Source: an optimization exercise on an open RTL-to-GDS flow (aim: small area, a short achievable clock period and few clock cycles per item). Production flows keep margins and buffers that such runs may drop. RTL that was checked went through simulation tests only; none was proved equivalent to the original. No functional check of the RTL was part of runs 2 and 3.

===== flow/constraint.sdc =====
create_clock -name core_clock -period 10.0 [get_ports {clk}]
set_input_delay 2.0000 -clock core_clock [delete_from_list [all_inputs] [get_ports {clk}]]
set_output_delay 2.0000 -clock core_clock [all_outputs]
set_load 0.01 [all_outputs]

===== flow/design.v =====
module yce_fa (input wire a, input wire b, input wire c, output wire s, output wire co);
    assign s  = a ^ b ^ c;
    assign co = (a & b) | (a & c) | (b & c);
endmodule
module yce_ha (input wire a, input wire b, output wire s, output wire co);
    assign s  = a ^ b;
    assign co = a & b;
endmodule
module yce_lane_y (
    input  wire [7:0] b,
    input  wire [7:0] g,
    input  wire [7:0] r,
    output wire [7:0] smp
);
    wire s1 = ~(r[1] ^ r[6]);
    wire c2 = r[1] | r[6];
    wire s3, c4;
    yce_ha u_s3 (.a(r[3]), .b(g[4]), .s(s3), .co(c4));
    wire s5, c6;
    yce_fa u_s5 (.a(r[4]), .b(g[5]), .c(b[1]), .s(s5), .co(c6));
    wire s7, c8;
    yce_fa u_s7 (.a(r[0]), .b(r[5]), .c(g[6]), .s(s7), .co(c8));
    wire s9, c10;
    yce_ha u_s9 (.a(b[2]), .b(b[3]), .s(s9), .co(c10));
    wire s11, c12;
    yce_fa u_s11 (.a(g[0]), .b(g[7]), .c(b[3]), .s(s11), .co(c12));
    wire s13, c14;
    yce_fa u_s13 (.a(b[4]), .b(b[7]), .c(s1), .s(s13), .co(c14));
    wire s15, c16;
    yce_fa u_s15 (.a(r[2]), .b(r[7]), .c(g[1]), .s(s15), .co(c16));
    wire s17, c18;
    yce_fa u_s17 (.a(b[4]), .b(b[5]), .c(c2), .s(s17), .co(c18));
    wire s19, c20;
    yce_fa u_s19 (.a(r[3]), .b(g[2]), .c(b[5]), .s(s19), .co(c20));
    wire s21, c22;
    yce_ha u_s21 (.a(r[4]), .b(g[3]), .s(s21), .co(c22));
    wire s23, c24;
    yce_ha u_s23 (.a(r[2]), .b(g[3]), .s(s23), .co(c24));
    wire s25, c26;
    yce_fa u_s25 (.a(b[0]), .b(b[1]), .c(b[4]), .s(s25), .co(c26));
    wire s27, c28;
    yce_fa u_s27 (.a(b[2]), .b(b[5]), .c(c4), .s(s27), .co(c28));
    wire s29, c30;
    yce_fa u_s29 (.a(b[6]), .b(s9), .c(c6), .s(s29), .co(c30));
    wire s31, c32;
    yce_fa u_s31 (.a(c10), .b(c8), .c(s11), .s(s31), .co(c32));
    wire s33, c34;
    yce_fa u_s33 (.a(c12), .b(s15), .c(s17), .s(s33), .co(c34));
    wire s35, c36;
    yce_fa u_s35 (.a(b[6]), .b(c16), .c(s19), .s(s35), .co(c36));
    wire s37, c38;
    yce_fa u_s37 (.a(b[6]), .b(b[7]), .c(s21), .s(s37), .co(c38));
    wire s39, c40;
    yce_fa u_s39 (.a(r[5]), .b(g[4]), .c(b[7]), .s(s39), .co(c40));
    wire s41 = ~r[6];
    wire s42, c43;
    yce_ha u_s42 (.a(r[0]), .b(g[1]), .s(s42), .co(c43));
    wire s44, c45;
    yce_fa u_s44 (.a(r[1]), .b(g[2]), .c(b[2]), .s(s44), .co(c45));
    wire s46, c47;
    yce_fa u_s46 (.a(b[0]), .b(b[3]), .c(s23), .s(s46), .co(c47));
    wire s48, c49;
    yce_fa u_s48 (.a(c24), .b(s3), .c(s25), .s(s48), .co(c49));
    wire s50, c51;
    yce_fa u_s50 (.a(c26), .b(s5), .c(s27), .s(s50), .co(c51));
    wire s52, c53;
    yce_fa u_s52 (.a(s7), .b(c28), .c(s29), .s(s52), .co(c53));
    wire s54, c55;
    yce_fa u_s54 (.a(s13), .b(c30), .c(s31), .s(s54), .co(c55));
    wire s56, c57;
    yce_fa u_s56 (.a(c14), .b(c32), .c(s33), .s(s56), .co(c57));
    wire s58, c59;
    yce_fa u_s58 (.a(c18), .b(s35), .c(c34), .s(s58), .co(c59));
    wire s60, c61;
    yce_fa u_s60 (.a(c20), .b(s37), .c(c36), .s(s60), .co(c61));
    wire s62, c63;
    yce_fa u_s62 (.a(c22), .b(s39), .c(c38), .s(s62), .co(c63));
    wire s64, c65;
    yce_fa u_s64 (.a(g[5]), .b(s41), .c(c40), .s(s64), .co(c65));
    wire s66, c67;
    yce_fa u_s66 (.a(r[7]), .b(g[6]), .c(r[6]), .s(s66), .co(c67));
    wire [15:0] ra = {1'b0, g[7], s66, s64, s62, s60, s58, s56, s54, s52, s50, s48, s46, s44, b[1], g[0]};
    wire [15:0] rb = {1'b0, c67, c65, c63, c61, c59, c57, c55, c53, c51, c49, c47, c45, c43, s42, b[0]};
    wire [8:0] lo = {1'b0, ra[7:0]} + {1'b0, rb[7:0]};
    assign smp = ra[15:8] + rb[15:8] + {7'd0, lo[8]};
endmodule
module yce_lane_u (
    input  wire [7:0] b,
    input  wire [7:0] g,
    input  wire [7:0] r,
    output wire [7:0] smp
);
    wire s1, c2;
    yce_ha u_s1 (.a(~b[2]), .b(~r[1]), .s(s1), .co(c2));
    wire s3, c4;
    yce_fa u_s3 (.a(b[0]), .b(~b[3]), .c(~r[2]), .s(s3), .co(c4));
    wire s5, c6;
    yce_ha u_s5 (.a(~r[5]), .b(~r[6]), .s(s5), .co(c6));
    wire s7 = ~(b[1] ^ ~b[4]);
    wire c8 = b[1] | ~b[4];
    wire s9, c10;
    yce_fa u_s9 (.a(~r[3]), .b(~r[6]), .c(~r[7]), .s(s9), .co(c10));
    wire s11, c12;
    yce_ha u_s11 (.a(~g[2]), .b(~g[5]), .s(s11), .co(c12));
    wire s13, c14;
    yce_fa u_s13 (.a(b[2]), .b(~b[5]), .c(~r[4]), .s(s13), .co(c14));
    wire s15, c16;
    yce_ha u_s15 (.a(~r[7]), .b(~g[3]), .s(s15), .co(c16));
    wire s17, c18;
    yce_ha u_s17 (.a(b[3]), .b(~b[6]), .s(s17), .co(c18));
    wire s19, c20;
    yce_ha u_s19 (.a(~b[0]), .b(~r[2]), .s(s19), .co(c20));
    wire s21, c22;
    yce_fa u_s21 (.a(~b[1]), .b(~r[0]), .c(~r[3]), .s(s21), .co(c22));
    wire s23, c24;
    yce_ha u_s23 (.a(~r[4]), .b(~g[2]), .s(s23), .co(c24));
    wire s25, c26;
    yce_fa u_s25 (.a(~r[4]), .b(~r[5]), .c(~g[0]), .s(s25), .co(c26));
    wire s27, c28;
    yce_fa u_s27 (.a(~g[3]), .b(~g[5]), .c(s1), .s(s27), .co(c28));
    wire s29, c30;
    yce_fa u_s29 (.a(~g[1]), .b(~g[4]), .c(~g[6]), .s(s29), .co(c30));
    wire s31, c32;
    yce_fa u_s31 (.a(c2), .b(s5), .c(s3), .s(s31), .co(c32));
    wire s33, c34;
    yce_fa u_s33 (.a(~g[7]), .b(c6), .c(s7), .s(s33), .co(c34));
    wire s35, c36;
    yce_fa u_s35 (.a(s11), .b(c4), .c(s9), .s(s35), .co(c36));
    wire s37, c38;
    yce_fa u_s37 (.a(~g[6]), .b(c8), .c(c12), .s(s37), .co(c38));
    wire s39, c40;
    yce_fa u_s39 (.a(s15), .b(c10), .c(s13), .s(s39), .co(c40));
    wire s41, c42;
    yce_fa u_s41 (.a(~r[5]), .b(~g[4]), .c(~g[7]), .s(s41), .co(c42));
    wire s43, c44;
    yce_fa u_s43 (.a(c16), .b(s17), .c(c14), .s(s43), .co(c44));
    wire s45, c46;
    yce_fa u_s45 (.a(b[4]), .b(~b[7]), .c(~r[6]), .s(s45), .co(c46));
    wire s47, c48;
    yce_ha u_s47 (.a(~g[5]), .b(c18), .s(s47), .co(c48));
    wire s49, c50;
    yce_ha u_s49 (.a(b[5]), .b(~r[7]), .s(s49), .co(c50));
    wire s51, c52;
    yce_ha u_s51 (.a(~r[1]), .b(~r[2]), .s(s51), .co(c52));
    wire s53, c54;
    yce_fa u_s53 (.a(~r[3]), .b(~g[1]), .c(~g[3]), .s(s53), .co(c54));
    wire s55, c56;
    yce_fa u_s55 (.a(~g[4]), .b(c20), .c(s23), .s(s55), .co(c56));
    wire s57, c58;
    yce_fa u_s57 (.a(c24), .b(c22), .c(s25), .s(s57), .co(c58));
    wire s59, c60;
    yce_fa u_s59 (.a(c26), .b(s29), .c(c28), .s(s59), .co(c60));
    wire s61, c62;
    yce_fa u_s61 (.a(c30), .b(s33), .c(c32), .s(s61), .co(c62));
    wire s63, c64;
    yce_fa u_s63 (.a(s37), .b(c34), .c(c36), .s(s63), .co(c64));
    wire s65, c66;
    yce_fa u_s65 (.a(s41), .b(c38), .c(s43), .s(s65), .co(c66));
    wire s67, c68;
    yce_fa u_s67 (.a(c42), .b(s45), .c(s47), .s(s67), .co(c68));
    wire s69, c70;
    yce_fa u_s69 (.a(~g[6]), .b(s49), .c(c46), .s(s69), .co(c70));
    wire s71, c72;
    yce_ha u_s71 (.a(b[6]), .b(~g[7]), .s(s71), .co(c72));
    wire s73, c74;
    yce_ha u_s73 (.a(~r[0]), .b(~r[1]), .s(s73), .co(c74));
    wire s75, c76;
    yce_fa u_s75 (.a(~g[0]), .b(~g[2]), .c(s51), .s(s75), .co(c76));
    wire s77, c78;
    yce_fa u_s77 (.a(c52), .b(s19), .c(s53), .s(s77), .co(c78));
    wire s79, c80;
    yce_fa u_s79 (.a(c54), .b(s21), .c(s55), .s(s79), .co(c80));
    wire s81, c82;
    yce_fa u_s81 (.a(c56), .b(s27), .c(s57), .s(s81), .co(c82));
    wire s83, c84;
    yce_fa u_s83 (.a(c58), .b(s31), .c(s59), .s(s83), .co(c84));
    wire s85, c86;
    yce_fa u_s85 (.a(s35), .b(c60), .c(s61), .s(s85), .co(c86));
    wire s87, c88;
    yce_fa u_s87 (.a(s39), .b(c62), .c(s63), .s(s87), .co(c88));
    wire s89, c90;
    yce_fa u_s89 (.a(c40), .b(c64), .c(s65), .s(s89), .co(c90));
    wire s91, c92;
    yce_fa u_s91 (.a(c44), .b(s67), .c(c66), .s(s91), .co(c92));
    wire s93, c94;
    yce_fa u_s93 (.a(c48), .b(s69), .c(c68), .s(s93), .co(c94));
    wire s95, c96;
    yce_fa u_s95 (.a(c50), .b(s71), .c(c70), .s(s95), .co(c96));
    wire s97, c98;
    yce_ha u_s97 (.a(b[7]), .b(c72), .s(s97), .co(c98));
    wire [15:0] ra = {c98, s97, s95, s93, s91, s89, s87, s85, s83, s81, s79, s77, s75, ~g[1], ~r[0], 1'b0};
    wire [15:0] rb = {1'b0, c96, c94, c92, c90, c88, c86, c84, c82, c80, c78, c76, c74, s73, ~g[0], 1'b0};
    wire [8:0] lo = {1'b0, ra[7:0]} + {1'b0, rb[7:0]};
    assign smp = ra[15:8] + rb[15:8] + {7'd0, lo[8]};
endmodule
module yce_lane_v (
    input  wire [7:0] b,
    input  wire [7:0] g,
    input  wire [7:0] r,
    output wire [7:0] smp
);
    wire s1, c2;
    yce_ha u_s1 (.a(r[0]), .b(~r[3]), .s(s1), .co(c2));
    wire s3 = ~(r[1] ^ ~r[4]);
    wire c4 = r[1] | ~r[4];
    wire s5, c6;
    yce_ha u_s5 (.a(~g[1]), .b(g[3]), .s(s5), .co(c6));
    wire s7 = ~(r[2] ^ ~r[5]);
    wire c8 = r[2] | ~r[5];
    wire s9 = ~r[3];
    wire s10 = ~r[4];
    wire s11 = ~(~r[1] ^ g[0]);
    wire c12 = ~r[1] | g[0];
    wire s13, c14;
    yce_fa u_s13 (.a(~r[2]), .b(g[1]), .c(g[5]), .s(s13), .co(c14));
    wire s15, c16;
    yce_fa u_s15 (.a(~g[0]), .b(g[2]), .c(g[6]), .s(s15), .co(c16));
    wire s17, c18;
    yce_ha u_s17 (.a(~b[3]), .b(~b[6]), .s(s17), .co(c18));
    wire s19, c20;
    yce_fa u_s19 (.a(g[7]), .b(~b[4]), .c(~b[7]), .s(s19), .co(c20));
    wire s21, c22;
    yce_fa u_s21 (.a(c2), .b(s3), .c(s5), .s(s21), .co(c22));
    wire s23, c24;
    yce_fa u_s23 (.a(~g[2]), .b(g[4]), .c(~b[5]), .s(s23), .co(c24));
    wire s25, c26;
    yce_fa u_s25 (.a(c4), .b(c6), .c(s7), .s(s25), .co(c26));
    wire s27, c28;
    yce_fa u_s27 (.a(~r[6]), .b(~g[3]), .c(g[5]), .s(s27), .co(c28));
    wire s29, c30;
    yce_fa u_s29 (.a(~b[6]), .b(s9), .c(c8), .s(s29), .co(c30));
    wire s31, c32;
    yce_fa u_s31 (.a(~r[7]), .b(~g[4]), .c(g[6]), .s(s31), .co(c32));
    wire s33, c34;
    yce_fa u_s33 (.a(~b[7]), .b(r[3]), .c(s10), .s(s33), .co(c34));
    wire s35 = ~(r[5] ^ ~g[5]);
    wire c36 = r[5] | ~g[5];
    wire s37, c38;
    yce_ha u_s37 (.a(g[7]), .b(r[4]), .s(s37), .co(c38));
    wire s39, c40;
    yce_ha u_s39 (.a(~r[0]), .b(g[3]), .s(s39), .co(c40));
    wire s41, c42;
    yce_fa u_s41 (.a(g[4]), .b(~b[1]), .c(~b[4]), .s(s41), .co(c42));
    wire s43, c44;
    yce_fa u_s43 (.a(~b[2]), .b(~b[5]), .c(c12), .s(s43), .co(c44));
    wire s45, c46;
    yce_fa u_s45 (.a(s1), .b(s17), .c(c14), .s(s45), .co(c46));
    wire s47, c48;
    yce_fa u_s47 (.a(c18), .b(c16), .c(s19), .s(s47), .co(c48));
    wire s49, c50;
    yce_fa u_s49 (.a(c20), .b(s23), .c(c22), .s(s49), .co(c50));
    wire s51, c52;
    yce_fa u_s51 (.a(c24), .b(s27), .c(s29), .s(s51), .co(c52));
    wire s53, c54;
    yce_fa u_s53 (.a(c28), .b(s31), .c(s33), .s(s53), .co(c54));
    wire s55, c56;
    yce_fa u_s55 (.a(s35), .b(s37), .c(c32), .s(s55), .co(c56));
    wire s57, c58;
    yce_fa u_s57 (.a(r[6]), .b(~g[6]), .c(c36), .s(s57), .co(c58));
    wire s59 = ~r[7];
    wire s60 = ~g[0];
    wire s61, c62;
    yce_ha u_s61 (.a(g[1]), .b(~b[1]), .s(s61), .co(c62));
    wire s63, c64;
    yce_ha u_s63 (.a(g[2]), .b(~b[2]), .s(s63), .co(c64));
    wire s65, c66;
    yce_fa u_s65 (.a(~b[0]), .b(~b[3]), .c(s39), .s(s65), .co(c66));
    wire s67, c68;
    yce_fa u_s67 (.a(c40), .b(s11), .c(s41), .s(s67), .co(c68));
    wire s69, c70;
    yce_fa u_s69 (.a(c42), .b(s13), .c(s43), .s(s69), .co(c70));
    wire s71, c72;
    yce_fa u_s71 (.a(s15), .b(c44), .c(s45), .s(s71), .co(c72));
    wire s73, c74;
    yce_fa u_s73 (.a(s21), .b(c46), .c(s47), .s(s73), .co(c74));
    wire s75, c76;
    yce_fa u_s75 (.a(s25), .b(c48), .c(s49), .s(s75), .co(c76));
    wire s77, c78;
    yce_fa u_s77 (.a(c26), .b(c50), .c(s51), .s(s77), .co(c78));
    wire s79, c80;
    yce_fa u_s79 (.a(c30), .b(s53), .c(c52), .s(s79), .co(c80));
    wire s81, c82;
    yce_fa u_s81 (.a(c34), .b(s55), .c(c54), .s(s81), .co(c82));
    wire s83, c84;
    yce_fa u_s83 (.a(c38), .b(s57), .c(c56), .s(s83), .co(c84));
    wire s85, c86;
    yce_fa u_s85 (.a(~g[7]), .b(s59), .c(c58), .s(s85), .co(c86));
    wire s87 = ~r[7];
    wire [15:0] ra = {s87, s85, s83, s81, s79, s77, s75, s73, s71, s69, s67, s65, s63, s61, ~b[0], 1'b0};
    wire [15:0] rb = {c86, c84, c82, c80, c78, c76, c74, c72, c70, c68, c66, c64, c62, g[0], s60, 1'b0};
    wire [8:0] lo = {1'b0, ra[7:0]} + {1'b0, rb[7:0]};
    assign smp = ra[15:8] + rb[15:8] + {7'd0, lo[8]};
endmodule
module yce_block_conv (
    input  wire         clk,
    input  wire         rst,             
    input  wire         in_valid,
    output wire         in_ready,
    input  wire         in_fmt,          
    input  wire         in_chroma,       
    input  wire [511:0] in_data,
    output wire         out_valid,
    input  wire         out_ready,
    output wire         out_chroma,
    output wire [127:0] out_y,
    output wire [63:0]  out_u,
    output wire [63:0]  out_v
);
    reg         s_valid;                 
    reg         s_ready;                 
    reg  [1:0]  e_valid;                 
    reg         wr;                      
    reg         rd;                      
    reg         sel0, sel1, selc0, selc1;
    reg         e0_chroma, e1_chroma;
    reg         s_chroma;
    wire deliver = out_valid && out_ready;
    wire move    = s_valid && !(e_valid[0] && e_valid[1]);
    wire accept  = in_valid && s_ready;
    wire [1:0] e_valid_n = (e_valid & ~({1'b0, deliver} << rd))
                         | ({1'b0, move} << wr);
    wire       s_valid_n = accept || (s_valid && !move);
    wire       rd_n      = rd ^ deliver;
    wire       wr_n      = wr ^ move;
    wire       e0c_n     = (move && !wr) ? s_chroma : e0_chroma;
    wire       e1c_n     = (move &&  wr) ? s_chroma : e1_chroma;
    always @(posedge clk) begin
        if (rst) begin
            s_valid <= 1'b0;
            s_ready <= 1'b1;
            e_valid <= 2'b00;
            wr      <= 1'b0;
            rd      <= 1'b0;
            sel0    <= 1'b0;
            sel1    <= 1'b0;
            selc0   <= 1'b0;
            selc1   <= 1'b0;
        end else begin
            s_valid <= s_valid_n;
            s_ready <= !s_valid_n || !(e_valid_n[0] && e_valid_n[1]);
            e_valid <= e_valid_n;
            wr      <= wr_n;
            rd      <= rd_n;
            sel0    <= !rd_n;
            sel1    <=  rd_n;
            selc0   <= !rd_n && e0c_n;
            selc1   <=  rd_n && e1c_n;
        end
        e0_chroma <= e0c_n;
        e1_chroma <= e1c_n;
    end
    assign in_ready  = s_ready;
    assign out_valid = rd ? e_valid[1] : e_valid[0];
    reg [383:0] s_px;                    
    wire [383:0] in_px;
    genvar n;
    generate
        for (n = 0; n < 16; n = n + 1) begin : g_in
            assign in_px[24*n +: 24] = in_fmt ? in_data[32*n +: 24] : in_data[24*n +: 24];
        end
    endgenerate
    always @(posedge clk) begin
        if (s_ready) begin
            s_chroma <= in_chroma;
            s_px     <= in_px;
        end
    end
    wire [127:0] y_bytes;
    wire [63:0]  u_bytes;
    wire [63:0]  v_bytes;
    generate
        for (n = 0; n < 16; n = n + 1) begin : g_px
            wire [7:0] pb = s_px[24*n +: 8];
            wire [7:0] pg = s_px[24*n + 8 +: 8];
            wire [7:0] pr = s_px[24*n + 16 +: 8];
            yce_lane_y u_y (.b(pb), .g(pg), .r(pr), .smp(y_bytes[8*n +: 8]));
            if (n % 2 == 0) begin : g_c
                yce_lane_u u_u (.b(pb), .g(pg), .r(pr), .smp(u_bytes[8*(n/2) +: 8]));
                yce_lane_v u_v (.b(pb), .g(pg), .r(pr), .smp(v_bytes[8*(n/2) +: 8]));
            end
        end
    endgenerate
    reg [255:0] e0, e1;                  
    always @(posedge clk) begin
        if (move && !wr) e0 <= {v_bytes, u_bytes, y_bytes};
        if (move &&  wr) e1 <= {v_bytes, u_bytes, y_bytes};
    end
    assign out_chroma = (sel0 & e0_chroma) | (sel1 & e1_chroma);
    assign out_y = ({128{sel0}} & e0[127:0]) | ({128{sel1}} & e1[127:0]);
    assign out_u = ({64{selc0}} & e0[191:128]) | ({64{selc1}} & e1[191:128]);
    assign out_v = ({64{selc0}} & e0[255:192]) | ({64{selc1}} & e1[255:192]);
endmodule

===== flow/run.sh =====
#!/bin/bash
# synth_recipe.tcl (not shown) runs the flow's synth.tcl, then flattens the netlist and writes it again
# the make line also repeats each setting of config.mk as NAME=value (left out here)
make -C /OpenROAD-flow-scripts/flow DESIGN_CONFIG=/design/flow/config.mk WORK_HOME=/design/flow/orfs CLKGATE_MAP_FILE= SYNTH_SCRIPT=/design/flow/synth_recipe.tcl finish

===== flow/config.mk =====
export PLATFORM = sky130hd
export DESIGN_NAME = yce_block_conv
export DESIGN_NICKNAME = yce_block_conv
export VERILOG_FILES = /design/flow/design.v
export SDC_FILE = /design/flow/constraint.sdc
export NUM_CORES = 4
export LEC_CHECK = 0
export CAP_MARGIN = 20
export CORE_MARGIN = 2
export CORE_UTILIZATION = 40
export SLEW_MARGIN = 20

==> results of run 1 <==
## placed cells by master, fill, tap and decap left out, types with 17 or more instances in the layout
master,Yosys,routed
o211ai_1,33,33
nand4_1,33,33
diode_2,0,18
fa_1,1016,1016
buf_4,0,17
nand2_1,85,85
clkdlybuf4s50_1,0,743
nor2b_1,63,63
clkbuf_1,56,18
nor2_1,46,46
xor2_1,48,48
a21o_1,100,100
inv_1,1591,1591
a22o_1,257,257
edfxtp_1,897,897
clkinv_1,0,24
xnor2_1,103,103
nand3_1,30,30
ha_1,724,722
o21a_1,41,41
mux2_2,363,363
clkbuf_16,0,105
a21oi_1,194,194
o21ai_0,83,83
## worst max-delay path, cell delays in order (launching register included)
cell and delay, ps:
dfxtp_4 890, buf_4 900, a22o_1 490, clkdlybuf4s50_1 610
## layer usage
metal | vias to the layer above | track usage | routed length [µm]
met5 | - | 0 | 36
met2 | 1026 | 0.3926 | 109900
met4 | 6 | 0.1097 | 10340
met3 | 277 | 0.02794 | 8560
li1 | 21230 | - | -
met1 | 24040 | 0.2941 | 91050
## logic make-up after synthesis
logic type | share of synthesized area
simple gates | 0.02137
buf+inv | 0.08449
mux | 0.05447
fa+ha+maj | 0.3889
flops | 0.3592
compound gates | 0.07408
xor+xnor | 0.01749
## per-stage QoR
| stage | hold slack [ps] | setup WS (ps) |
|---|---|---|
| after global placement | 486.8 | 4744 |
| after floorplan | 469.7 | 2353 |
| after detailed placement | 496.0 | 4740 |
| after global routing | 526.1 | 4142 |
| final | 508.3 | 4253 |
| after CTS | 509.5 | 4161 |
## how the worst min path moves through the flow
stage | start | end | depth (start not counted)
final | e1_chroma$_DFF_P_ | e1_chroma$_DFF_P_ | 1
after global routing | e1_chroma$_DFF_P_ | e1_chroma$_DFF_P_ | 1
after CTS | e0_chroma$_DFF_P_ | e0_chroma$_DFF_P_ | 1
after detailed placement | e1_chroma$_DFF_P_ | e1_chroma$_DFF_P_ | 1
after global placement | e0_chroma$_DFF_P_ | e0_chroma$_DFF_P_ | 1
after floorplan | e1_chroma$_DFF_P_ | e1_chroma$_DFF_P_ | 1
## layout make-up
class	instances	share of cell area
Tap cell	2495	0.03485
Multi-Input combinational cell	3355	0.4698
Clock buffer	125	0.03040
Sequential cell	908	0.3034
Clock inverter	70	0.008912
Antenna cell	18	0.0005029
Inverter	1591	0.06667
Timing Repair Buffer	765	0.08551
## state kept, by name (all words and copies together) (netlist names)
register   flops
e1_chroma      1
e_valid        2
e0_chroma      1
wr             1
e1           256
sel0           1
s_chroma       1
selc1          1
s_valid        1
sel1           1
e0           256
s_ready        1
selc0          1
s_px         384
==> results_dict.tcl, run 1 <==
set metrics [dict create \
    gp_congestion 0.9188 \
    synth_seq_cells 908 \
    finalClockSkew_ps 29.42 \
    area_growth_pct 18.49 \
    viasPerCell 4.994 \
    place_area_um2 86010 \
    io_pins 777 \
    slew_violations 0 \
    cts_tree "yes" \
    synth_most_common_cell "inv_1" \
    startpoint "sel0$_SDFF_PP0_" \
    cts_hold_buf 0 \
    synth_area_um2 75600 \
    fp-row-count 159 \
    reg2reg_depth 16 \
    syn-num-nets 8209 \
    synthCells 5951 \
    synth_area_per_cell_um2 12.70 \
    setup_tns_ps 0 \
    stdcell_count 9327 \
    clk_pin_slew_ps 60 \
    reg2reg_from "s_px[260]$_DFFE_PP_" \
    endpoint_kind "output port" \
    cts-root-buf "clkbuf_16" \
    grt_max_degree 149 \
    dpl.cell_count 9114 \
    drt_iter0_drc 2569 \
    drc 0 \
    yosys-top-cells-area "edfxtp_1, fa_1, ha_1" \
    seq_area_um2 27170 \
    worstPathMaxFanout 74 \
    core_area_um2 187800 \
    final_nets 8984 \
    min_period_ps 5747 \
    outcome "no timing/DRC/antenna violations" \
    drt_pre_antenna_iters 23 \
    multi_input_area_um2 42080 \
    grt_pass1_vias 50250 \
    grt_usage 0.2313 \
    crit_end "out_y[66]" \
    synth_commonest_cells "inv_1, fa_1, edfxtp_1" \
    relSlewSlack 0.2775 \
    start_util 0.4025 \
    drtAntennaViolNets 0 \
    clk_latency_ps 760 \
    dp.final_hpwl_mm 180.7 \
    synth_top_area_cell "edfxtp_1" \
    routed_wl_mm 219.9 \
    tightestPinTransition_ps 1084 \
    synth_edf_count 897 \
    yosysWarnings 1 \
    cts_buffers 105 \
    arrival_ps 3750 \
    synth_top_cell_area_share 0.3563 \
    cp-start-kind "flip-flop" \
    period_share 0.5747 \
    fp.dieH_um 438.7 \
    grt_first_pass_wirelength_mm 326.8 \
    drive_above_1_share 0.08233 \
    crit_type "reg2out" \
    die_area_um2 192500 \
    ys_async_sr_fraction 0 \
    hold_violations 0 \
    n_fill_cell 16900 \
    fin_util 0.4770 \
    hp-class "reg2reg" \
    rr_endpoint "e0[174]$_DFFE_PP_" \
    cts_resized 0 \
    cts_setup_buffers 0 \
    postLayoutCellArea_um2 89570 \
    io_buffers 744 \
    gr-total-overflow 0 \
    cts_max_level 3 \
    wire_per_inst_um 23.58 \
    antenna_found_initial 38 \
    clockBufferDepth 3 \
    crit_required_ps 8000 \
    timing.final.setup_violations 0 \
    routed-via-count 46580 \
    regToRegSetupSlack_ps 4750 \
    die_w_um 438.7 \
    max_freq_ghz 0.1740 \
    cts_sinks 908 \
    cap_viol_max_count 0 \
    ys.flop_type "edfxtp_1" \
    yosysSeqAreaShare 0.3592 \
    rsz0062_at_grt "false" \
    synthDistinctLibCells 44 \
]
Testbench counts, summed over its fixed seeds: cycles 6,008, items 6,000.
==> run 2: changes to the inputs <==
--- a/flow/design.v
+++ b/flow/design.v
@@ -299,59 +299,19 @@
     input  wire         in_fmt,          
     input  wire         in_chroma,       
     input  wire [511:0] in_data,
-    output wire         out_valid,
+    output reg          out_valid,
     input  wire         out_ready,
-    output wire         out_chroma,
-    output wire [127:0] out_y,
-    output wire [63:0]  out_u,
-    output wire [63:0]  out_v
+    output reg          out_chroma,
+    output reg  [127:0] out_y,
+    output reg  [63:0]  out_u,
+    output reg  [63:0]  out_v
 );
-    reg         s_valid;                 
-    reg         s_ready;                 
-    reg  [1:0]  e_valid;                 
-    reg         wr;                      
-    reg         rd;                      
-    reg         sel0, sel1, selc0, selc1;
-    reg         e0_chroma, e1_chroma;
-    reg         s_chroma;
-    wire deliver = out_valid && out_ready;
-    wire move    = s_valid && !(e_valid[0] && e_valid[1]);
-    wire accept  = in_valid && s_ready;
-    wire [1:0] e_valid_n = (e_valid & ~({1'b0, deliver} << rd))
-                         | ({1'b0, move} << wr);
-    wire       s_valid_n = accept || (s_valid && !move);
-    wire       rd_n      = rd ^ deliver;
-    wire       wr_n      = wr ^ move;
-    wire       e0c_n     = (move && !wr) ? s_chroma : e0_chroma;
-    wire       e1c_n     = (move &&  wr) ? s_chroma : e1_chroma;
-    always @(posedge clk) begin
-        if (rst) begin
-            s_valid <= 1'b0;
-            s_ready <= 1'b1;
-            e_valid <= 2'b00;
-            wr      <= 1'b0;
-            rd      <= 1'b0;
-            sel0    <= 1'b0;
-            sel1    <= 1'b0;
-            selc0   <= 1'b0;
-            selc1   <= 1'b0;
-        end else begin
-            s_valid <= s_valid_n;
-            s_ready <= !s_valid_n || !(e_valid_n[0] && e_valid_n[1]);
-            e_valid <= e_valid_n;
-            wr      <= wr_n;
-            rd      <= rd_n;
-            sel0    <= !rd_n;
-            sel1    <=  rd_n;
-            selc0   <= !rd_n && e0c_n;
-            selc1   <=  rd_n && e1c_n;
-        end
-        e0_chroma <= e0c_n;
-        e1_chroma <= e1c_n;
-    end
-    assign in_ready  = s_ready;
-    assign out_valid = rd ? e_valid[1] : e_valid[0];
-    reg [383:0] s_px;                    
+    reg         s1_valid;
+    reg         s1_chroma;
+    reg [383:0] s1_px;                   
+    wire out_en = !out_valid || out_ready;
+    wire s1_en  = !s1_valid || out_en;
+    assign in_ready = s1_en;
     wire [383:0] in_px;
     genvar n;
     generate
@@ -360,9 +320,14 @@
         end
     endgenerate
     always @(posedge clk) begin
-        if (s_ready) begin
-            s_chroma <= in_chroma;
-            s_px     <= in_px;
+        if (rst) begin
+            s1_valid <= 1'b0;
+        end else if (s1_en) begin
+            s1_valid <= in_valid;
+        end
+        if (s1_en && in_valid) begin
+            s1_chroma <= in_chroma;
+            s1_px     <= in_px;
         end
     end
     wire [127:0] y_bytes;
@@ -370,9 +335,9 @@
     wire [63:0]  v_bytes;
     generate
         for (n = 0; n < 16; n = n + 1) begin : g_px
-            wire [7:0] pb = s_px[24*n +: 8];
-            wire [7:0] pg = s_px[24*n + 8 +: 8];
-            wire [7:0] pr = s_px[24*n + 16 +: 8];
+            wire [7:0] pb = s1_px[24*n +: 8];
+            wire [7:0] pg = s1_px[24*n + 8 +: 8];
+            wire [7:0] pr = s1_px[24*n + 16 +: 8];
             yce_lane_y u_y (.b(pb), .g(pg), .r(pr), .smp(y_bytes[8*n +: 8]));
             if (n % 2 == 0) begin : g_c
                 yce_lane_u u_u (.b(pb), .g(pg), .r(pr), .smp(u_bytes[8*(n/2) +: 8]));
@@ -380,13 +345,17 @@
             end
         end
     endgenerate
-    reg [255:0] e0, e1;                  
     always @(posedge clk) begin
-        if (move && !wr) e0 <= {v_bytes, u_bytes, y_bytes};
-        if (move &&  wr) e1 <= {v_bytes, u_bytes, y_bytes};
+        if (rst) begin
+            out_valid <= 1'b0;
+        end else if (out_en) begin
+            out_valid <= s1_valid;
+        end
+        if (out_en && s1_valid) begin
+            out_chroma <= s1_chroma;
+            out_y      <= y_bytes;
+            out_u      <= s1_chroma ? u_bytes : 64'd0;
+            out_v      <= s1_chroma ? v_bytes : 64'd0;
+        end
     end
-    assign out_chroma = (sel0 & e0_chroma) | (sel1 & e1_chroma);
-    assign out_y = ({128{sel0}} & e0[127:0]) | ({128{sel1}} & e1[127:0]);
-    assign out_u = ({64{selc0}} & e0[191:128]) | ({64{selc1}} & e1[191:128]);
-    assign out_v = ({64{selc0}} & e0[255:192]) | ({64{selc1}} & e1[255:192]);
 endmodule
==> results_dict.tcl, run 2 <==
set metrics [dict create \
    hp-class "reg2reg" \
    grt_usage 0.2352 \
    whs_endpoint "out_valid$_SDFFE_PP0P_" \
    dpl.cell_count 8391 \
    layout_commonest_cell "inv_1" \
    hold-path-cell-count 2 \
    crit_required_ps 8000 \
    cts_tree "yes" \
    timing.final.setup_violations 0 \
    top_register "s1_px" \
    grt_first_pass_wirelength_mm 290.2 \
    fp.dieH_um 410.8 \
    clk_pin_slew_ps 60 \
    start_util 0.4022 \
    grt_pass1_vias 45710 \
    wire_per_inst_um 22.78 \
    viasPerCell 4.945 \
    relSlewSlack 0.3215 \
    ys.flop_type "edfxtp_1" \
    worstPathMaxFanout 4 \
    cts_sinks 644 \
    regToRegSetupSlack_ps 4610 \
    postLayoutCellArea_um2 79110 \
    core_area_um2 164600 \
    cts_setup_buffers 0 \
    rsz0062_at_grt "false" \
    max_freq_ghz 0.1826 \
    cp-start-kind "input port" \
    synthCells 5510 \
    drt_iter0_drc 2712 \
    cts-root-buf "clkbuf_16" \
    synth_top_area_cell "fa_1" \
    synth_most_common_cell "inv_1" \
    synth_seq_cells 644 \
    stdcell_count 8565 \
    tightestPinTransition_ps 1018 \
    area_growth_pct 19.50 \
    cts_hold_buf 0 \
    reg2reg_from "s1_px[200]$_DFFE_PP_" \
    whs_ps 533.9 \
    gp_congestion 0.9468 \
    synth_edf_count 642 \
    fin_util 0.4806 \
    routed-via-count 42350 \
    io_buffers 744 \
    antenna_found_initial 36 \
    rr_endpoint "out_v[39]$_SDFFCE_PN0P_" \
    endpoint_kind "output port" \
    largest_reg_flops 384 \
    synth_area_per_cell_um2 12.01 \
    pre_cts_ws_ps 4502 \
    clk_latency_ps 710 \
    grt_max_degree 141 \
    finalClockSkew_ps 22.45 \
    setup_tns_ps 0 \
    worstHoldStart "s1_valid$_SDFFE_PP0N_" \
    period_share 0.5475 \
    fp-row-count 149 \
    cap_viol_max_count 0 \
    yosys-top-cells-area "fa_1, edfxtp_1, ha_1" \
    slew_violations 0 \
    routed_wl_mm 195.1 \
    outcome "no timing/DRC/antenna violations" \
    cts_resized 0 \
    syn-num-nets 7764 \
    cts_max_level 3 \
    min_period_ps 5475 \
    reg2reg_depth 14 \
    drt_pre_antenna_iters 7 \
    final_cell_mix "inv_1, fa_1, clkdlybuf4s50_1, ha_1, edfxtp_1" \
    die_w_um 410.8 \
    ys_async_sr_fraction 0 \
    final_nets 8542 \
    crit_type "in2out" \
    reg_top3 "s1_px (384), out_y (128)" \
    clockBufferDepth 3 \
    drive_above_1_share 0.06118 \
    io_pins 777 \
    gr-total-overflow 0 \
    yosysSeqAreaShare 0.2918 \
    die_area_um2 168800 \
    arrival_ps 3470 \
    drtAntennaViolNets 0 \
    synth_area_um2 66200 \
    synthDistinctLibCells 51 \
    synth_top_cell_area_share 0.3072 \
    hold_violations 0 \
    yosysWarnings 1 \
    setup_ws_ps 4525 \
    place_area_um2 76250 \
    synth_commonest_cells "inv_1, fa_1, ha_1" \
    dp.final_hpwl_mm 162.3 \
    cts_buffers 84 \
    drc 0 \
]
run 2: cell types whose count changed in the layout (fill, tap and decap cells not counted), sizes merged, moves of 33 or more:
cell    previous run  this run
nor2              46        79
and2               3        38
edfxtp           897       642
xnor2            103        68
a21oi            194       154
a211oi             2        37
a22o             257         0
run 2: routing by layer:
layer  vias to the layer above  part of all wire  routed length (µm)  global-route usage
met5                         -           0.00033                  65                   0
met4                        12             0.031                6072             0.07613
met3                       241             0.084               16380             0.06025
met2                      1199              0.46               89700              0.3744
met1                     21470              0.42               82850              0.3137
li1                      19430                 -                   -                   -
run 2: area by class of cell:
class                   instances  area (µm²)
repair buffers                754        7615
well taps                    2189        2739
diodes                         18       45.04
multi-input cells            3242       40710
inverters                    1562        5866
fillers                     14970       85510
clock inverters                62       674.4
clock buffers                  94        2140
flip-flops and latches        644       19320
run 2: worst max path at each step:
stage / startpoint / to / cells after the start
floorplan: out_ready / out_chroma$_DFFE_PP_ / 2
global placement: out_ready / in_ready / 4
detailed placement: out_ready / in_ready / 4
CTS: out_ready / in_ready / 4
global route: s1_px[200]$_DFFE_PP_ / out_v[39]$_SDFFCE_PN0P_ / 14
finish: out_ready / in_ready / 4
run 2: logic make-up after synthesis:
family,count (synthesis),synth area share
fa+ha+maj,1736,0.4433
buf+inv,1624,0.09336
flops,644,0.2918
compound gates,587,0.05878
simple gates,439,0.03506
mux,384,0.06498
xor+xnor,96,0.01270
run 2: worst max-delay path, stage by stage:
cell and delay, ps:
clkdlybuf4s50_1 500, nor2b_1 350, nand2_1 130, clkdlybuf4s50_1 500
==> run 3: changes to the inputs <==
==> flow/design.v (replaced) <==
module yce_lane_pipe #(
    parameter signed [15:0] K_B    = 16'sd25,
    parameter signed [15:0] K_G    = 16'sd129,
    parameter signed [15:0] K_R    = 16'sd66,
    parameter        [15:0] POST   = 16'd0       
) (
    input  wire [7:0]  b,
    input  wire [7:0]  g,
    input  wire [7:0]  r,
    output wire [7:0]  smp                       
);
    wire [15:0] m_b = {8'd0, b} * K_B;           
    wire [15:0] m_g = {8'd0, g} * K_G;
    wire [15:0] m_r = {8'd0, r} * K_R;
    wire [15:0] s   = m_b + m_g + m_r;           
    wire [15:0] a   = s + 16'd128;               
    wire [15:0] t   = $signed(a) >>> 8;          
    wire [15:0] o   = t + POST;                  
    assign smp = o[7:0];
endmodule
module yce_block_conv (
    input  wire         clk,
    input  wire         rst,             
    input  wire         in_valid,
    output wire         in_ready,
    input  wire         in_fmt,          
    input  wire         in_chroma,       
    input  wire [511:0] in_data,
    output reg          out_valid,
    input  wire         out_ready,
    output reg          out_chroma,
    output reg  [127:0] out_y,
    output reg  [63:0]  out_u,
    output reg  [63:0]  out_v
);
    reg         s1_valid;
    reg         s1_fmt;
    reg         s1_chroma;
    reg [511:0] s1_data;
    wire out_en = !out_valid || out_ready;
    wire s1_en  = !s1_valid || out_en;
    assign in_ready = s1_en;
    always @(posedge clk) begin
        if (rst) begin
            s1_valid <= 1'b0;
        end else if (s1_en) begin
            s1_valid <= in_valid;
        end
        if (s1_en && in_valid) begin
            s1_fmt    <= in_fmt;
            s1_chroma <= in_chroma;
            s1_data   <= in_data;
        end
    end
    wire [7:0] px_b [0:15];
    wire [7:0] px_g [0:15];
    wire [7:0] px_r [0:15];
    wire [127:0] y_bytes;
    wire [63:0]  u_bytes;
    wire [63:0]  v_bytes;
    genvar n;
    generate
        for (n = 0; n < 16; n = n + 1) begin : g_px
            assign px_b[n] = s1_fmt ? s1_data[8*(4*n+0) +: 8] : s1_data[8*(3*n+0) +: 8];
            assign px_g[n] = s1_fmt ? s1_data[8*(4*n+1) +: 8] : s1_data[8*(3*n+1) +: 8];
            assign px_r[n] = s1_fmt ? s1_data[8*(4*n+2) +: 8] : s1_data[8*(3*n+2) +: 8];
            wire [7:0] y_lane;
            yce_lane_pipe #(.K_B(16'sd25), .K_G(16'sd129), .K_R(16'sd66), .POST(16'd0))
                u_y (.b(px_b[n]), .g(px_g[n]), .r(px_r[n]), .smp(y_lane));
            assign y_bytes[8*n +: 8] = y_lane + 8'd16;       
            if (n % 2 == 0) begin : g_c
                yce_lane_pipe #(.K_B(16'sd112), .K_G(-16'sd74), .K_R(-16'sd38), .POST(16'd128))
                    u_u (.b(px_b[n]), .g(px_g[n]), .r(px_r[n]), .smp(u_bytes[8*(n/2) +: 8]));
                yce_lane_pipe #(.K_B(-16'sd18), .K_G(-16'sd94), .K_R(16'sd112), .POST(16'd128))
                    u_v (.b(px_b[n]), .g(px_g[n]), .r(px_r[n]), .smp(v_bytes[8*(n/2) +: 8]));
            end
        end
    endgenerate
    always @(posedge clk) begin
        if (rst) begin
            out_valid <= 1'b0;
        end else if (out_en) begin
            out_valid <= s1_valid;
        end
        if (out_en && s1_valid) begin
            out_chroma <= s1_chroma;
            out_y      <= y_bytes;
            out_u      <= s1_chroma ? u_bytes : 64'd0;
            out_v      <= s1_chroma ? v_bytes : 64'd0;
        end
    end
endmodule
==> results_dict.tcl, run 3 <==
set metrics [dict create \
    yosysSeqAreaShare 0.1806 \
    reg2reg_depth 27 \
    synth_commonest_cells "inv_1, ha_1, fa_1" \
    cp_common_cell "xnor2_1" \
    grt_pass1_vias 84670 \
    rr_endpoint "out_u[15]$_SDFFCE_PN0P_" \
    syn-num-nets 16390 \
    slew_violations 0 \
    hp-class "reg2reg" \
    io_buffers 744 \
    routed_wl_mm 341.3 \
    setup_tns_ps 0 \
    grt_max_degree 142 \
    viasPerCell 4.894 \
    cts-root-buf "clkbuf_16" \
    synth_most_common_cell "inv_1" \
    clk_latency_ps 850 \
    layout_commonest_cell "inv_1" \
    final_nets 17240 \
    max_stage_delay_ps 760 \
    hold_violations 0 \
    cts_resized 0 \
    outcome "no timing/DRC/antenna violations" \
    die_w_um 558.8 \
    crit_slowest_cell "o311ai_0" \
    synthCells 11760 \
    synth_seq_cells 741 \
    grt_usage 0.2205 \
    cap_viol_max_count 0 \
    drtAntennaViolNets 0 \
    cts_max_level 3 \
    startpoint "s1_fmt$_DFFE_PP_" \
    area_growth_pct 12.96 \
    min_period_ps 8570 \
    start_util 0.4023 \
    tightestPinTransition_ps 1112 \
    cts_tree "yes" \
    synthDistinctLibCells 97 \
    worstPathMaxFanout 38 \
    crit_end "out_u[15]$_SDFFCE_PN0P_" \
    yosysWarnings 1 \
    ys.flop_type "edfxtp_1" \
    cts_hold_buf 0 \
    fp.dieH_um 558.8 \
    cp-start-kind "flip-flop" \
    drive_above_1_share 0.04007 \
    synth_area_um2 123100 \
    max_freq_ghz 0.1167 \
    yosys-top-cells-area "ha_1, fa_1, edfxtp_1" \
    dp.final_hpwl_mm 300.0 \
    worst-path-buf-inv 5 \
    crit_type "reg2reg" \
    n_fill_cell 29020 \
    antenna_found_initial 45 \
    arrival_ps 9250 \
    gp_congestion 0.9397 \
    period_share 0.8570 \
    reg2reg_from "s1_fmt$_DFFE_PP_" \
    synth_top_cell_area_share 0.2741 \
    gr-total-overflow 0 \
    final_cell_mix "inv_1, ha_1, fa_1, clkdlybuf4s50_1, edfxtp_1" \
    finalClockSkew_ps 81.37 \
    synth_area_per_cell_um2 10.47 \
    ys_async_sr_fraction 0 \
    cts_sinks 741 \
    clockBufferDepth 4 \
    die_area_um2 312200 \
    relSlewSlack 0.2372 \
    drt_pre_antenna_iters 5 \
    regToRegSetupSlack_ps 1430 \
    synth_edf_count 739 \
    core_area_um2 306100 \
    cts_buffers 97 \
    dpl.cell_count 16610 \
    routed-via-count 82220 \
    wire_per_inst_um 20.32 \
    clk_pin_slew_ps 60 \
    timing.final.setup_violations 0 \
    path_delay_family "adder cells" \
    cp.depth 27 \
    top_register "s1_data" \
    cts_setup_buffers 0 \
    synth_top_area_cell "ha_1" \
    largest_reg_flops 480 \
    stdcell_count 16800 \
    endpoint_kind "flip-flop" \
    reg_top3 "s1_data (480), out_y (128)" \
    drt_iter0_drc 4235 \
    rsz0062_at_grt "false" \
    drc 0 \
    grt_first_pass_wirelength_mm 513.0 \
    io_pins 777 \
    crit_required_ps 10680 \
    fp-row-count 203 \
]
-- run 3: layout make-up --
class	count	area, µm²	area share
repair buffers	807	8020	0.05767
diodes	21	52.55	0.0003778
well taps	4100	5130	0.03688
clock buffers	111	2480	0.01783
inverters	2829	10620	0.07639
flip-flops and latches	741	22230	0.1598
clock inverters	59	533.0	0.003832
multi-input cells	8130	90010	0.6472
-- run 3: logic make-up (layout without fill, tap and decap cells) --
| logic type | Yosys count | after routing | share of synthesized area |
|---|---|---|---|
| xor+xnor | 909 | 909 | 0.06587 |
| fa+ha+maj | 4112 | 4112 | 0.5042 |
| flops | 741 | 741 | 0.1806 |
| mux | 382 | 382 | 0.03351 |
| compound gates | 1276 | 1276 | 0.06783 |
| other cells | 0 | 21 | 0 |
| buf+inv | 2891 | 3806 | 0.08862 |
| simple gates | 1451 | 1451 | 0.05944 |
-- run 3: per-stage QoR --
stage	worst slack [ps]	area [µm²]	util	hold WS, ps
final	1430	139100	0.4544	526.5
after CTS	1265	139000	0.4542	526.8
after floorplan	759.9	123100	-	477.3
after global placement	1419	136000	0.4444	516.7
after detailed placement	1400	136000	0.4444	516.5
after global routing	784.4	139000	0.4543	569.6
-- run 3: worst min-delay path: stages (launching register included) --
cell and delay [ps]:
dfxtp_1 330, nor2_1 110, nor2_1 50
-- run 3: how the worst min path moves through the flow --
stage	from	endpoint	slack, ps	cells after the start
global route	s1_valid$_SDFFE_PP0N_	s1_valid$_SDFFE_PP0N_	570	2
finish	s1_valid$_SDFFE_PP0N_	out_valid$_SDFFE_PP0P_	530	2
detailed placement	s1_valid$_SDFFE_PP0N_	out_valid$_SDFFE_PP0P_	520	2
global placement	s1_valid$_SDFFE_PP0N_	out_valid$_SDFFE_PP0P_	520	2
CTS	s1_valid$_SDFFE_PP0N_	out_valid$_SDFFE_PP0P_	530	2
floorplan	s1_valid$_SDFFE_PP0N_	out_valid$_SDFFE_PP0P_	480	2
-- run 3: layer usage --
layer	global-route usage	vias up	wire (µm)
met5	0	-	179
met4	0.08141	28	14060
met3	0.03734	312	18350
met2	0.3582	1430	154200
met1	0.2939	39950	154500
li1	-	40500	-

## static timing again, ports no longer ideal
How much do the figures lean on ideal ports? The routed layouts below were timed once more, with nothing changed but the port constraints. Step 1 sets driving cells, clkbuf_16 on the clock port and buf_2 on the other inputs (assumed; they add their load-dependent delay and slew). Step 2 times the ports against the registers' clock, not the clock port: input delays grow and output delays shrink by t, the midpoint of the rising clock arrivals with the driver on. a / b / c = ideal ports / drivers / drivers and shift; a / b = the first two.
run | t (ns) | setup slack, ns | clock arrival spread, ns
run 1 | 0.827 | 4.253 / 4.169 / 4.753 | 0.034 / 0.033
run 2 | 0.772 | 4.525 / 4.503 / 4.503 | 0.024 / 0.025
run 3 | 0.920 | 1.430 / 1.430 / 1.430 | 0.092 / 0.093
After both steps setup and hold are still met in every run listed. For run 2, which loses most, drivers alone change the setup slack by -0.022 ns; drivers and shift together by -0.022 ns.
